Source: an optimization exercise on an open RTL-to-GDS flow (aim: small area, a short achievable clock period and few clock cycles). Production flows keep margins and buffers that such runs may drop.
Function was checked by simulation only, so behaviour that the tests miss may differ from the original.

==> inputs of 06-11 <==
Design fft_r2c, start of the top module:
module fft_r2c (
    input  wire        clk,
    input  wire        rst,
    input  wire        start,
    input  wire [2:0]  lg,
    input  wire [9:0]  x_base,
    input  wire [9:0]  y_base,
    output reg         done,
    output reg         mem_req,
    output reg         mem_we,
    output reg  [9:0]  mem_addr,
    output reg  [63:0] mem_wdata,
    input  wire        mem_gnt,
    input  wire [63:0] mem_rdata
);
    localparam [1:0] K_BF = 2'd0,    
                     K_L2 = 2'd1,    
                     K_BR = 2'd2;    
    reg  [2:0]  lgr;
    reg  [9:0]  xb, yb;
    reg         run;
    reg         seq_end;
    reg         in_br;
    reg  [2:0]  lm;           
    reg  [6:0]  cnt;          
    reg  [7:0]  bi;           
    reg         cv;           
    reg  [1:0]  ck;
    reg  [7:0]  cp, cq;
    reg  [6:0]  ct;           
    wire [7:0]  low   = (8'd1 << lm) - 8'd1;
    wire [7:0]  cnt8  = {1'b0, cnt};
    wire [7:0]  bf_p  = (cnt8 & low) | ((cnt8 & ~low) << 1);
    wire [7:0]  bf_q  = bf_p | (8'd1 << lm);
    wire [6:0]  bf_t  = (cnt & low[6:0]) << (3'd7 - lm);
    wire [6:0]  nh1   = (7'd1 << lgr) - 7'd1;
    wire [7:0]  nmax  = (8'd2 << lgr) - 8'd1;
    reg  [7:0]  rev8;
    integer     k;
    always @(*)
        for (k = 0; k < 8; k = k + 1)
            rev8[k] = bi[7 - k];
    wire [7:0]  br    = rev8 >> (3'd7 - lgr);
    reg  [2:0]  r;            
    reg         d0v, d1v, d2v;
    reg  [1:0]  d0k, d1k, d2k;
    reg  [7:0]  d0p, d0q, d1p, d1q, d2q;
    reg  [6:0]  d0t, d1t;
    wire d0b = d0v && (d0k != K_BR);
  ...
==> flow/config.mk <==
export PLATFORM = sky130hd
export DESIGN_NAME = fft_r2c
export DESIGN_NICKNAME = fft_r2c
export VERILOG_FILES = /design/flow/design.v
export SDC_FILE = /design/flow/constraint.sdc
export NUM_CORES = 8
export LEC_CHECK = 0
export CAP_MARGIN = 20
export CORE_MARGIN = 2
export CORE_UTILIZATION = 25
export PLACE_DENSITY = 0.4
export SLEW_MARGIN = 20
export SYNTH_MEMORY_MAX_BITS = 32768
==> flow/constraint.sdc <==
create_clock -name core_clock -period 30.0 [get_ports {clk}]
set_input_delay 6.0000 -clock core_clock [delete_from_list [all_inputs] [get_ports {clk}]]
set_output_delay 6.0000 -clock core_clock [all_outputs]
set_load 0.01 [all_outputs]
standard.sh (not shown) runs the stock make flow with config.mk's settings and CLKGATE_MAP_FILE= SYNTH_SCRIPT=/design/flow/synth_recipe.tcl, a recipe that flattens the netlist after the stock synthesis.
==> flow/flow/run.sh <==
#!/bin/bash
set -euo pipefail
export SETUP_SLACK_MARGIN=23
bash standard.sh finish > flow_make.log 2>&1
==> 10-25 (differences from 06-11) <==
==> flow/run.sh (new file) <==
#!/bin/bash
# synth_recipe.tcl (not shown) runs the flow's synth.tcl, then flattens the netlist and writes it again
# the make line also repeats each setting of config.mk as NAME=value (left out here)
make -C /OpenROAD-flow-scripts/flow DESIGN_CONFIG=/design/flow/config.mk WORK_HOME=/design/flow/orfs CLKGATE_MAP_FILE= SYNTH_SCRIPT=/design/flow/synth_recipe.tcl finish
removed: flow/flow/run.sh
removed: flow/standard.sh
==> run notes <==
| item | 06-11 | 10-25 |
|---|---|---|
| Detail Route met3 WL | 51140 microns | 45700 microns |
| Detailed Place HPWL | 430700 microns | 422600 microns |
| Highest attainable clock frequency | 127.7 MHz | 97.39 MHz |
| Wire per inst | 33.70 microns | 31.84 microns |
| Worst setup path endpoint | u_mul.r_m[31]$_DFFE_PP_ | u_mul.r_m[54]$_DFFE_PP_ |
| Result of the run | timing/DRC/antenna clean | timing/DRC/antenna clean |
| Non-CTS buffers | 731 | 487 |
| Clock latency of the later-clocked register in the worst-skew pair | 0.91 ns | 0.94 ns |
| Share of cell area taken by multi-input logic gates | 57.03% | 58.07% |
| Worst Hold Margin | 0.4124 ns | 0.4009 ns |
| Post-route minimum period | 7.834 ns | 10.27 ns |
| Area used by sequential logic in the layout | 0.03312 sq mm | 0.03307 sq mm |
| Placed Cells | 17750 | 17730 |
| Slew Limit Headroom | 11.26% | 15.88% |
| Cts repair resizes | 934 | 0 |
| Clock slew seen by the registers of the worst setup and hold paths | 0.07 ns | 0.06 ns |
| Count of non-filler cells in the finished layout | 18270 | 18010 |
| Amount of wire on met2 after detailed routing | 271400 microns | 254000 microns |
| Signal buf overhead | 6.037% | 3.195% |
| Global-route wire length before repair | 845300 microns | 797500 microns |
| Total cell area at the placement stage | 0.1238 sq mm | 0.1233 sq mm |
| DRT Wirelength | 615600 microns | 573400 microns |
| Arrival time at the worst endpoint | 8.45 ns | 10.84 ns |
Testbench counts of 06-11, summed over its fixed seeds: cycles 288,816.
Testbench counts of 10-25, summed over its fixed seeds: cycles 288,816.


==> inputs of run a <==
fft_r2c, a different RTL version from the one above (not shown whole).
## fft_r2c
module fft_r2c (
    input  wire        clk,
    input  wire        rst,
    input  wire        start,
    input  wire [2:0]  lg,
    input  wire [9:0]  x_base,
    input  wire [9:0]  y_base,
    output reg         done,
    output reg         mem_req,
    output reg         mem_we,
    output reg  [9:0]  mem_addr,
    output reg  [63:0] mem_wdata,
    input  wire        mem_gnt,
    input  wire [63:0] mem_rdata
);
export LEC_CHECK = 0
export CAP_MARGIN = 20
export CORE_MARGIN = 2
export CORE_UTILIZATION = 25
export PLACE_DENSITY = 0.4
export SLEW_MARGIN = 20
export SYNTH_MEMORY_MAX_BITS = 32768
create_clock -name core_clock -period 30.0 [get_ports {clk}]
==> flow/flow/run.sh <==
#!/bin/bash
set -euo pipefail
export SETUP_SLACK_MARGIN=23
bash standard.sh finish > flow_make.log 2>&1
==> inputs of run b, as changes to run a <==
--- a/flow/design.v
+++ b/flow/design.v
@@ -85,14 +85,16 @@
     wire [10:0] xb = {eb[10:1], eb[0] | ~b_en};
     wire [95:0] qab = pfx({85'd0, xa}, {85'd0, ~xb}, 1'b1);
     wire [95:0] qba = pfx({85'd0, xb}, {85'd0, ~xa}, 1'b1);
     wire [10:0] dab = qab[10:0];
     wire [10:0] dba = qba[10:0];
-    wire        e_ge = qab[11];                             
+    wire [95:0] qge  = pfx({85'd0, ea}, {85'd0, ~eb}, 1'b1);
+    wire        e_ge = qge[11];                             
     wire        e_eq = xa == xb;
-    wire [10:0] d    = e_ge ? dab : dba;
-    wire [5:0]  dsh  = (d[10:6] != 0) ? 6'd63 : d[5:0];
+    wire [5:0]  sab  = (dab[10:6] != 0) ? 6'd63 : dab[5:0];
+    wire [5:0]  sba  = (dba[10:6] != 0) ? 6'd63 : dba[5:0];
+    wire [5:0]  dsh  = e_ge ? sab : sba;
     wire [52:0] mx   = e_ge ? ma : mb;
     wire [52:0] my   = e_ge ? mb : ma;
     wire [10:0] x_big = e_ge ? xa : xb;
     reg  [52:0] ra, rb;
     integer     k;
@@ -101,13 +103,13 @@
             ra[k] = ma[52 - k];
             rb[k] = mb[52 - k];
         end
     wire [6:0]  tz_a = lzc64({ra, 11'h7FF});
     wire [6:0]  tz_b = lzc64({rb, 11'h7FF});
-    wire [6:0]  tz_y  = e_ge ? tz_b : tz_a;
-    wire        my_nz = e_ge ? (mb != 0) : (ma != 0);
-    wire        stk   = my_nz && ({1'b0, tz_y} + 8'd3 < {2'b00, dsh});
+    wire        stk_b = (mb != 0) && ({1'b0, tz_b} + 8'd3 < {2'b00, sab});
+    wire        stk_a = (ma != 0) && ({1'b0, tz_a} + 8'd3 < {2'b00, sba});
+    wire        stk   = e_ge ? stk_b : stk_a;
     wire [55:0] al    = {my, 3'b000} >> dsh;
     wire [95:0] qf   = pfx({43'd0, ma}, {43'd0, ~mb}, 1'b1);
     wire        f_ge = qf[53];
     wire        swp   = e_eq & ~f_ge;
     wire [52:0] big   = swp ? mb : mx;
@@ -196,11 +198,12 @@
     input  wire [13:0] neg,
     input  wire [10:0] eb,
     input  wire        sb,
     input  wire        bz,
     output reg  [63:0] y,
-    output wire [63:0] yr
+    output wire [63:0] yr,
+    output wire        sn
 );
     localparam [63:0] QNAN = 64'h7FF8_0000_0000_0000;
     function [95:0] pfx;
         input [95:0] a;
         input [95:0] b;
@@ -248,15 +251,16 @@
     wire a_inf  = a_max & a_fz;
     wire a_zero = (ea == 0) & a_fz;
     wire [10:0] xa = {ea[10:1], ea[0] | (ea == 0)};
     wire signed [12:0] e1 = $signed({2'b00, xa}) + $signed({2'b00, eb}) - 13'sd1022;
     wire [12:0] rs13 = 13'd1 - e1;
+    assign sn = !a_max && !a_zero && !bz && (e1[12] || e1 == 13'sd0);
     reg  [56:0] r_ms, r_mc;  
     reg         r_c49;     
     reg         r_st;      
     reg  [10:0] r_e;       
-    reg         r_ge2, r_le0;
+    reg         r_ge2, r_le0, r_sn;
     reg  [5:0]  r_rsh;     
     reg         r_s, r_nan, r_inf, r_zero, r_v;
     always @(posedge clk)
         if (en) begin
             r_ms   <= vs[77:21];
@@ -264,10 +268,11 @@
             r_c49  <= qh[21];
             r_st   <= st28 | (qh[20:0] != 0);
             r_e    <= e1[10:0];
             r_ge2  <= !e1[12] && (e1 >= 13'sd2);
             r_le0  <= e1[12] || (e1 == 13'sd0);
+            r_sn   <= sn;
             r_rsh  <= (rs13[12:6] != 0) ? 6'd63 : rs13[5:0];
             r_s    <= a[63] ^ sb;
             r_nan  <= a_nan | (a_inf & bz);
             r_inf  <= a_inf;
             r_zero <= a_zero | bz;
@@ -286,36 +291,45 @@
             if (r_rsh[k]) begin
                 str = str | ((vr & ~({57{1'b1}} << (1 << k))) != 0);
                 vr  = vr >> (1 << k);
             end
     end
-    wire [52:0] mt  = r_le0 ? vr[56:4]  : (left ? r_m[55:3] : r_m[56:4]);
-    wire        g   = r_le0 ? vr[3]     : (left ? r_m[2]    : r_m[3]);
-    wire        st  = r_st | (r_le0 ? (str | (vr[2:0] != 0)) : (left ? (r_m[1:0] != 0) : (r_m[2:0] != 0)));
-    wire [10:0] ex  = r_le0 ? 11'd1 : (left ? r_e - 11'd1 : r_e);
+    reg  [53:0] s_m;       
+    reg         s_st, s_s, s_pend;
+    always @(posedge clk) begin
+        s_m    <= vr[56:3];
+        s_s    <= r_s;
+        s_st   <= r_st | str | (vr[2:0] != 0);
+        s_pend <= en && r_v && r_sn;
+    end
+    wire [52:0] mt  = s_pend ? s_m[53:1] : (left ? r_m[55:3] : r_m[56:4]);
+    wire        g   = s_pend ? s_m[0]    : (left ? r_m[2]    : r_m[3]);
+    wire        st  = s_pend ? s_st : (r_st | (left ? (r_m[1:0] != 0) : (r_m[2:0] != 0)));
+    wire [10:0] ex  = s_pend ? 11'd1 : (left ? r_e - 11'd1 : r_e);
     wire        rnd_up = g & (st | mt[0]);
     wire [95:0] qi    = pfx({43'd0, mt}, 96'd0, 1'b1);
     wire [52:0] inc   = qi[52:0];
     wire        inc_c = qi[53];
     wire        cy = rnd_up & inc_c;
     wire [52:0] mr = rnd_up ? inc : mt;
+    wire        sg = s_pend ? s_s : r_s;
     reg  [63:0] y2;
     always @(*) begin
-        if (r_nan)
+        if (r_nan && !s_pend)
             y2 = QNAN;
-        else if (r_inf)
-            y2 = {r_s, 11'h7FF, 52'd0};
-        else if (r_zero)
-            y2 = {r_s, 63'd0};
+        else if (r_inf && !s_pend)
+            y2 = {sg, 11'h7FF, 52'd0};
+        else if (r_zero && !s_pend)
+            y2 = {sg, 63'd0};
         else if (cy)
-            y2 = {r_s, ex + 11'd1, 52'd0};
+            y2 = {sg, ex + 11'd1, 52'd0};
         else
-            y2 = {r_s, mr[52] ? ex : 11'd0, mr[51:0]};
+            y2 = {sg, mr[52] ? ex : 11'd0, mr[51:0]};
     end
     assign yr = y2;
     always @(posedge clk)
-        if (en && r_v) y <= y2;
+        if ((en && r_v && !r_sn) || s_pend) y <= y2;
 endmodule
 module fp64_booth (
     input  wire [63:0] b,
     input  wire        p2,
     output reg  [13:0] one,
@@ -4837,11 +4851,11 @@
     wire d2b = d2v && (d2k != K_LB);
     wire d0l2 = d0v && (d0k == K_LB);
     wire d1l2 = d1v && (d1k == K_LB);
     wire hz0  = d0b && (cp == d0p || cp == d0q || cq == d0p || cq == d0q);
     wire hz1  = d1b && (cp == d1p || cp == d1q || cq == d1p || cq == d1q);
-    wire take = cv && ((ck == K_LB) ? !(d0b || d1b || (lb2 && d0l2 && d0l == R_D && crl == R_N))
+    wire take = cv && ((ck == K_LB) ? !(d0b || (lb2 && d0l2 && d0l == R_D && crl == R_N))
                                     : !(hz0 || hz1));
     wire       bnd = (r == 3'd7);
     wire [2:0] r_n = r + 3'd1;
     wire       n0v = bnd ? take : d0v;
     wire [1:0] n0k = bnd ? ck   : d0k;
@@ -4945,13 +4959,14 @@
         endcase
     end
     wire [7:0] k_tw = r[1] ? {1'b0, d1t} : {1'b0, d1t} + 8'd64;
     reg        c_v, c_p, c_t1, c_t1y, c_ma, c_mas, c_may;
     reg        c_ao, c_aom, c_bo, c_bom, c_fz, c_fzs;
-    reg        c_aw, c_sub, c_p2;
+    reg        c_aw, c_sub, c_p2, c_mv;
     reg  [63:0] P, T1, MA, AOP, BOP;
     wire [63:0] add_y, add_r, mul_y;
+    wire        mul_sn;
     wire [63:0] rom_val;
     wire [13:0] bo_one, bo_two, bo_neg;
     reg  [13:0] b_one, b_two, b_neg;
     reg  [10:0] b_e;
     reg         b_s, b_z;
@@ -4966,35 +4981,41 @@
         b_z   <= rom_val[62:0] == 63'd0;
     end
     wire step = c_v;
     fp64_add u_add (.clk(clk), .en(step), .v(c_aw), .a(AOP), .b(BOP), .sub(c_sub), .y(add_y), .yr(add_r));
     fp64_mul u_mul (.clk(clk), .en(step), .p2(c_p2), .a(MA), .one(b_one), .two(b_two), .neg(b_neg),
-                    .eb(b_e), .sb(b_s), .bz(b_z), .y(mul_y), .yr());
+                    .eb(b_e), .sb(b_s), .bz(b_z), .y(mul_y), .yr(), .sn(mul_sn));
     always @(posedge clk)
         if (step) begin
             if (c_p)  P   <= mem_rdata;
             if (c_t1) T1  <= c_t1y ? add_y : add_r;
             if (c_ma) MA  <= c_may ? add_y : c_mas ? add_r : T1;
             if (c_ao) AOP <= c_aom ? mul_y : P;
             if (c_bo) BOP <= c_fz ? {c_fzs, 63'd0} : c_bom ? mul_y : mem_rdata;
         end
     wire adv = !mem_req || mem_gnt;
+    reg  bub, bub_req;
+    wire bub_want = bub_req || (c_v && c_p2 && c_mv && mul_sn);
+    wire go       = adv && !(bub_want && !bub);     
     always @(posedge clk)
         if (!mem_we)
             mem_wdata <= (a_src == 2'd1) ? T1 : (a_src == 2'd2) ? MA : add_y;
     always @(posedge clk) begin
         c_p <= k_p; c_t1 <= k_t1; c_t1y <= k_t1y; c_ma <= k_ma; c_mas <= k_mas; c_may <= k_may;
         c_ao <= k_ao; c_aom <= k_aom; c_bo <= k_bo; c_bom <= k_bom; c_fz <= k_fz; c_fzs <= k_fzs;
         c_aw <= k_aw; c_sub <= k_sub; c_p2 <= k_p2;
+        c_mv <= (r == 3'd0) ? d2b : d1b;       
         if (rst) begin
             run     <= 1'b0;
             done    <= 1'b0;
             mem_req <= 1'b0;
             c_v     <= 1'b0;
+            bub     <= 1'b0;
+            bub_req <= 1'b0;
         end else begin
             done <= 1'b0;
-            c_v  <= run && adv;
+            c_v  <= run && adv && !bub;
             if (!run) begin
                 mem_req <= 1'b0;
                 if (start) begin
                     lgr     <= lg;
                     xb      <= x_base;
@@ -5018,11 +5039,19 @@
                     lk      <= 6'd0;
                     lsub    <= 2'd0;
                     seq_end <= (lg == 3'd0);
                 end
             end else begin
-                if (adv) begin
+                if (bub) begin
+                    bub <= 1'b0;
+                end else if (adv && bub_want) begin
+                    bub     <= 1'b1;
+                    bub_req <= 1'b0;
+                    mem_req <= 1'b0;
+                end else if (c_v && c_p2 && c_mv && mul_sn)
+                    bub_req <= 1'b1;
+                if (go) begin
                     if (!rem) begin
                         run     <= 1'b0;
                         done    <= 1'b1;
                         mem_req <= 1'b0;
                     end else begin
@@ -5040,11 +5069,11 @@
                         mem_req   <= a_req;
                         mem_we    <= a_we;
                         mem_addr  <= a_addr;
                     end
                 end
-                if (adv && bnd && take) begin
+                if (go && bnd && take) begin
                     cv <= 1'b0;
                 end else if (!cv && !seq_end) begin
                     if (!in_lb) begin
                         cv  <= 1'b1;
                         ck  <= K_BF;
==> inputs of run c, as changes to run a <==
--- a/flow/design.v
+++ b/flow/design.v
@@ -196,11 +196,12 @@
     input  wire [13:0] neg,
     input  wire [10:0] eb,
     input  wire        sb,
     input  wire        bz,
     output reg  [63:0] y,
-    output wire [63:0] yr
+    output wire [63:0] yr,
+    output wire        sn
 );
     localparam [63:0] QNAN = 64'h7FF8_0000_0000_0000;
     function [95:0] pfx;
         input [95:0] a;
         input [95:0] b;
@@ -248,15 +249,16 @@
     wire a_inf  = a_max & a_fz;
     wire a_zero = (ea == 0) & a_fz;
     wire [10:0] xa = {ea[10:1], ea[0] | (ea == 0)};
     wire signed [12:0] e1 = $signed({2'b00, xa}) + $signed({2'b00, eb}) - 13'sd1022;
     wire [12:0] rs13 = 13'd1 - e1;
+    assign sn = !a_max && !a_zero && !bz && (e1[12] || e1 == 13'sd0);
     reg  [56:0] r_ms, r_mc;  
     reg         r_c49;     
     reg         r_st;      
     reg  [10:0] r_e;       
-    reg         r_ge2, r_le0;
+    reg         r_ge2, r_le0, r_sn;
     reg  [5:0]  r_rsh;     
     reg         r_s, r_nan, r_inf, r_zero, r_v;
     always @(posedge clk)
         if (en) begin
             r_ms   <= vs[77:21];
@@ -264,10 +266,11 @@
             r_c49  <= qh[21];
             r_st   <= st28 | (qh[20:0] != 0);
             r_e    <= e1[10:0];
             r_ge2  <= !e1[12] && (e1 >= 13'sd2);
             r_le0  <= e1[12] || (e1 == 13'sd0);
+            r_sn   <= sn;
             r_rsh  <= (rs13[12:6] != 0) ? 6'd63 : rs13[5:0];
             r_s    <= a[63] ^ sb;
             r_nan  <= a_nan | (a_inf & bz);
             r_inf  <= a_inf;
             r_zero <= a_zero | bz;
@@ -286,36 +289,45 @@
             if (r_rsh[k]) begin
                 str = str | ((vr & ~({57{1'b1}} << (1 << k))) != 0);
                 vr  = vr >> (1 << k);
             end
     end
-    wire [52:0] mt  = r_le0 ? vr[56:4]  : (left ? r_m[55:3] : r_m[56:4]);
-    wire        g   = r_le0 ? vr[3]     : (left ? r_m[2]    : r_m[3]);
-    wire        st  = r_st | (r_le0 ? (str | (vr[2:0] != 0)) : (left ? (r_m[1:0] != 0) : (r_m[2:0] != 0)));
-    wire [10:0] ex  = r_le0 ? 11'd1 : (left ? r_e - 11'd1 : r_e);
+    reg  [53:0] s_m;       
+    reg         s_st, s_s, s_pend;
+    always @(posedge clk) begin
+        s_m    <= vr[56:3];
+        s_s    <= r_s;
+        s_st   <= r_st | str | (vr[2:0] != 0);
+        s_pend <= en && r_v && r_sn;
+    end
+    wire [52:0] mt  = s_pend ? s_m[53:1] : (left ? r_m[55:3] : r_m[56:4]);
+    wire        g   = s_pend ? s_m[0]    : (left ? r_m[2]    : r_m[3]);
+    wire        st  = s_pend ? s_st : (r_st | (left ? (r_m[1:0] != 0) : (r_m[2:0] != 0)));
+    wire [10:0] ex  = s_pend ? 11'd1 : (left ? r_e - 11'd1 : r_e);
     wire        rnd_up = g & (st | mt[0]);
     wire [95:0] qi    = pfx({43'd0, mt}, 96'd0, 1'b1);
     wire [52:0] inc   = qi[52:0];
     wire        inc_c = qi[53];
     wire        cy = rnd_up & inc_c;
     wire [52:0] mr = rnd_up ? inc : mt;
+    wire        sg = s_pend ? s_s : r_s;
     reg  [63:0] y2;
     always @(*) begin
-        if (r_nan)
+        if (r_nan && !s_pend)
             y2 = QNAN;
-        else if (r_inf)
-            y2 = {r_s, 11'h7FF, 52'd0};
-        else if (r_zero)
-            y2 = {r_s, 63'd0};
+        else if (r_inf && !s_pend)
+            y2 = {sg, 11'h7FF, 52'd0};
+        else if (r_zero && !s_pend)
+            y2 = {sg, 63'd0};
         else if (cy)
-            y2 = {r_s, ex + 11'd1, 52'd0};
+            y2 = {sg, ex + 11'd1, 52'd0};
         else
-            y2 = {r_s, mr[52] ? ex : 11'd0, mr[51:0]};
+            y2 = {sg, mr[52] ? ex : 11'd0, mr[51:0]};
     end
     assign yr = y2;
     always @(posedge clk)
-        if (en && r_v) y <= y2;
+        if ((en && r_v && !r_sn) || s_pend) y <= y2;
 endmodule
 module fp64_booth (
     input  wire [63:0] b,
     input  wire        p2,
     output reg  [13:0] one,
@@ -4945,13 +4957,14 @@
         endcase
     end
     wire [7:0] k_tw = r[1] ? {1'b0, d1t} : {1'b0, d1t} + 8'd64;
     reg        c_v, c_p, c_t1, c_t1y, c_ma, c_mas, c_may;
     reg        c_ao, c_aom, c_bo, c_bom, c_fz, c_fzs;
-    reg        c_aw, c_sub, c_p2;
+    reg        c_aw, c_sub, c_p2, c_mv;
     reg  [63:0] P, T1, MA, AOP, BOP;
     wire [63:0] add_y, add_r, mul_y;
+    wire        mul_sn;
     wire [63:0] rom_val;
     wire [13:0] bo_one, bo_two, bo_neg;
     reg  [13:0] b_one, b_two, b_neg;
     reg  [10:0] b_e;
     reg         b_s, b_z;
@@ -4966,35 +4979,41 @@
         b_z   <= rom_val[62:0] == 63'd0;
     end
     wire step = c_v;
     fp64_add u_add (.clk(clk), .en(step), .v(c_aw), .a(AOP), .b(BOP), .sub(c_sub), .y(add_y), .yr(add_r));
     fp64_mul u_mul (.clk(clk), .en(step), .p2(c_p2), .a(MA), .one(b_one), .two(b_two), .neg(b_neg),
-                    .eb(b_e), .sb(b_s), .bz(b_z), .y(mul_y), .yr());
+                    .eb(b_e), .sb(b_s), .bz(b_z), .y(mul_y), .yr(), .sn(mul_sn));
     always @(posedge clk)
         if (step) begin
             if (c_p)  P   <= mem_rdata;
             if (c_t1) T1  <= c_t1y ? add_y : add_r;
             if (c_ma) MA  <= c_may ? add_y : c_mas ? add_r : T1;
             if (c_ao) AOP <= c_aom ? mul_y : P;
             if (c_bo) BOP <= c_fz ? {c_fzs, 63'd0} : c_bom ? mul_y : mem_rdata;
         end
     wire adv = !mem_req || mem_gnt;
+    reg  bub, bub_req;
+    wire bub_want = bub_req || (c_v && c_p2 && c_mv && mul_sn);
+    wire go       = adv && !(bub_want && !bub);     
     always @(posedge clk)
         if (!mem_we)
             mem_wdata <= (a_src == 2'd1) ? T1 : (a_src == 2'd2) ? MA : add_y;
     always @(posedge clk) begin
         c_p <= k_p; c_t1 <= k_t1; c_t1y <= k_t1y; c_ma <= k_ma; c_mas <= k_mas; c_may <= k_may;
         c_ao <= k_ao; c_aom <= k_aom; c_bo <= k_bo; c_bom <= k_bom; c_fz <= k_fz; c_fzs <= k_fzs;
         c_aw <= k_aw; c_sub <= k_sub; c_p2 <= k_p2;
+        c_mv <= (r == 3'd0) ? d2b : d1b;       
         if (rst) begin
             run     <= 1'b0;
             done    <= 1'b0;
             mem_req <= 1'b0;
             c_v     <= 1'b0;
+            bub     <= 1'b0;
+            bub_req <= 1'b0;
         end else begin
             done <= 1'b0;
-            c_v  <= run && adv;
+            c_v  <= run && adv && !bub;
             if (!run) begin
                 mem_req <= 1'b0;
                 if (start) begin
                     lgr     <= lg;
                     xb      <= x_base;
@@ -5018,11 +5037,19 @@
                     lk      <= 6'd0;
                     lsub    <= 2'd0;
                     seq_end <= (lg == 3'd0);
                 end
             end else begin
-                if (adv) begin
+                if (bub) begin
+                    bub <= 1'b0;
+                end else if (adv && bub_want) begin
+                    bub     <= 1'b1;
+                    bub_req <= 1'b0;
+                    mem_req <= 1'b0;
+                end else if (c_v && c_p2 && c_mv && mul_sn)
+                    bub_req <= 1'b1;
+                if (go) begin
                     if (!rem) begin
                         run     <= 1'b0;
                         done    <= 1'b1;
                         mem_req <= 1'b0;
                     end else begin
@@ -5040,11 +5067,11 @@
                         mem_req   <= a_req;
                         mem_we    <= a_we;
                         mem_addr  <= a_addr;
                     end
                 end
-                if (adv && bnd && take) begin
+                if (go && bnd && take) begin
                     cv <= 1'b0;
                 end else if (!cv && !seq_end) begin
                     if (!in_lb) begin
                         cv  <= 1'b1;
                         ck  <= K_BF;
==> qor summary <==
| quantity | run c | run b | run a |
|---|---|---|---|
| Post-CTS Setup Bufs | 35 | 31 | 90 |
| Pre-CTS setup slack | 21.40 ns | 21.50 ns | 19.94 ns |
| Chip Width | 696 microns | 697 microns | 700 microns |
| Fin crit period | 7.62 ns | 7.63 ns | 7.59 ns |
| Global routing usage summed across all routing layers | 24.0% | 23.9% | 25.2% |
| Net Count, Synth | 14200 | 14100 | 14400 |
| Synthesized-area fraction occupied by adder cells | 17.2% | 17.2% | 17.0% |
| Multiplexer share of the synthesized area | 7.51% | 7.88% | 8.06% |
| Fraction of met2 tracks used by global routing | 36.6% | 35.6% | 38.2% |
| Number of clock-tree buffers in the layout | 188 | 182 | 177 |
| Count of clock tree sinks | 1178 | 1178 | 1118 |
| Count of mapped cells out of synthesis | 13000 | 12900 | 13100 |
| Period utilization | 25.4% | 25.4% | 25.3% |
| Sum of met2 wire segment lengths after detailed routing | 260000 microns | 257000 microns | 279000 microns |
| Run status | timing/DRC/antenna clean | timing/DRC/antenna clean | timing/DRC/antenna clean |
| Post-Route Skew | 0.0655 ns | 0.126 ns | 0.0756 ns |
| Via count of the first global-routing pass | 104000 | 104000 | 108000 |
| Wire length after detailed routing | 602000 microns | 601000 microns | 644000 microns |
| Antenna violations before repair | 38 | 47 | 47 |
| Fraction of final layout cells sized beyond drive strength 1 | 10.5% | 10.9% | 13.8% |
| Worst-Skew Late Latency | 0.90 ns | 0.94 ns | 0.91 ns |
| Met1 layer wirelength in the final routing | 264000 microns | 263000 microns | 280000 microns |
| Core occupancy in the finished layout | 28.3% | 28.3% | 28.8% |
Testbench counts of run a, summed over its fixed seeds: cycles 258,288.
Testbench counts of run b, summed over its fixed seeds: cycles 257,760.
Testbench counts of run c, summed over its fixed seeds: cycles 258,288.

static timing again, ports no longer ideal:
The results above use ideal ports. As a check the final layouts listed here were re-extracted and re-timed, cells and wires unchanged. Step 1: set_driving_cell puts a clkbuf_16 on clk and a buf_2 on each other input, an assumption about the parent block. Step 2 adds t to the input delays and takes it off the output delays; t is the mean of the earliest and latest rising clock arrival at the registers after step 1. Input paths then give back, and output paths get back, about the clock's delay inside the block. Three values: no drivers, after step 1, after step 2; two values: the first two.
run | shift t [ns] | slack for setup (ns) | worst slew at a driven data input, ns | pins driven straight from the clock port
06-11 | 0.981 | 22.167 / 22.167 / 22.167 | 0.12 | 1
10-25 | 0.986 | 19.732 / 19.732 / 19.732 | 0.15 | 1
run a | 0.992 | 22.413 / 22.295 / 22.077 | 0.08 | 1
run b | 0.981 | 22.373 / 22.259 / 22.111 | 0.33 | 1
run c | 0.982 | 22.379 / 22.266 / 22.141 | 0.17 | 1
After both steps every run listed still meets setup and hold. The setup slack of run a, which loses most, moves by -0.118 ns with the drivers and by -0.336 ns with both steps.
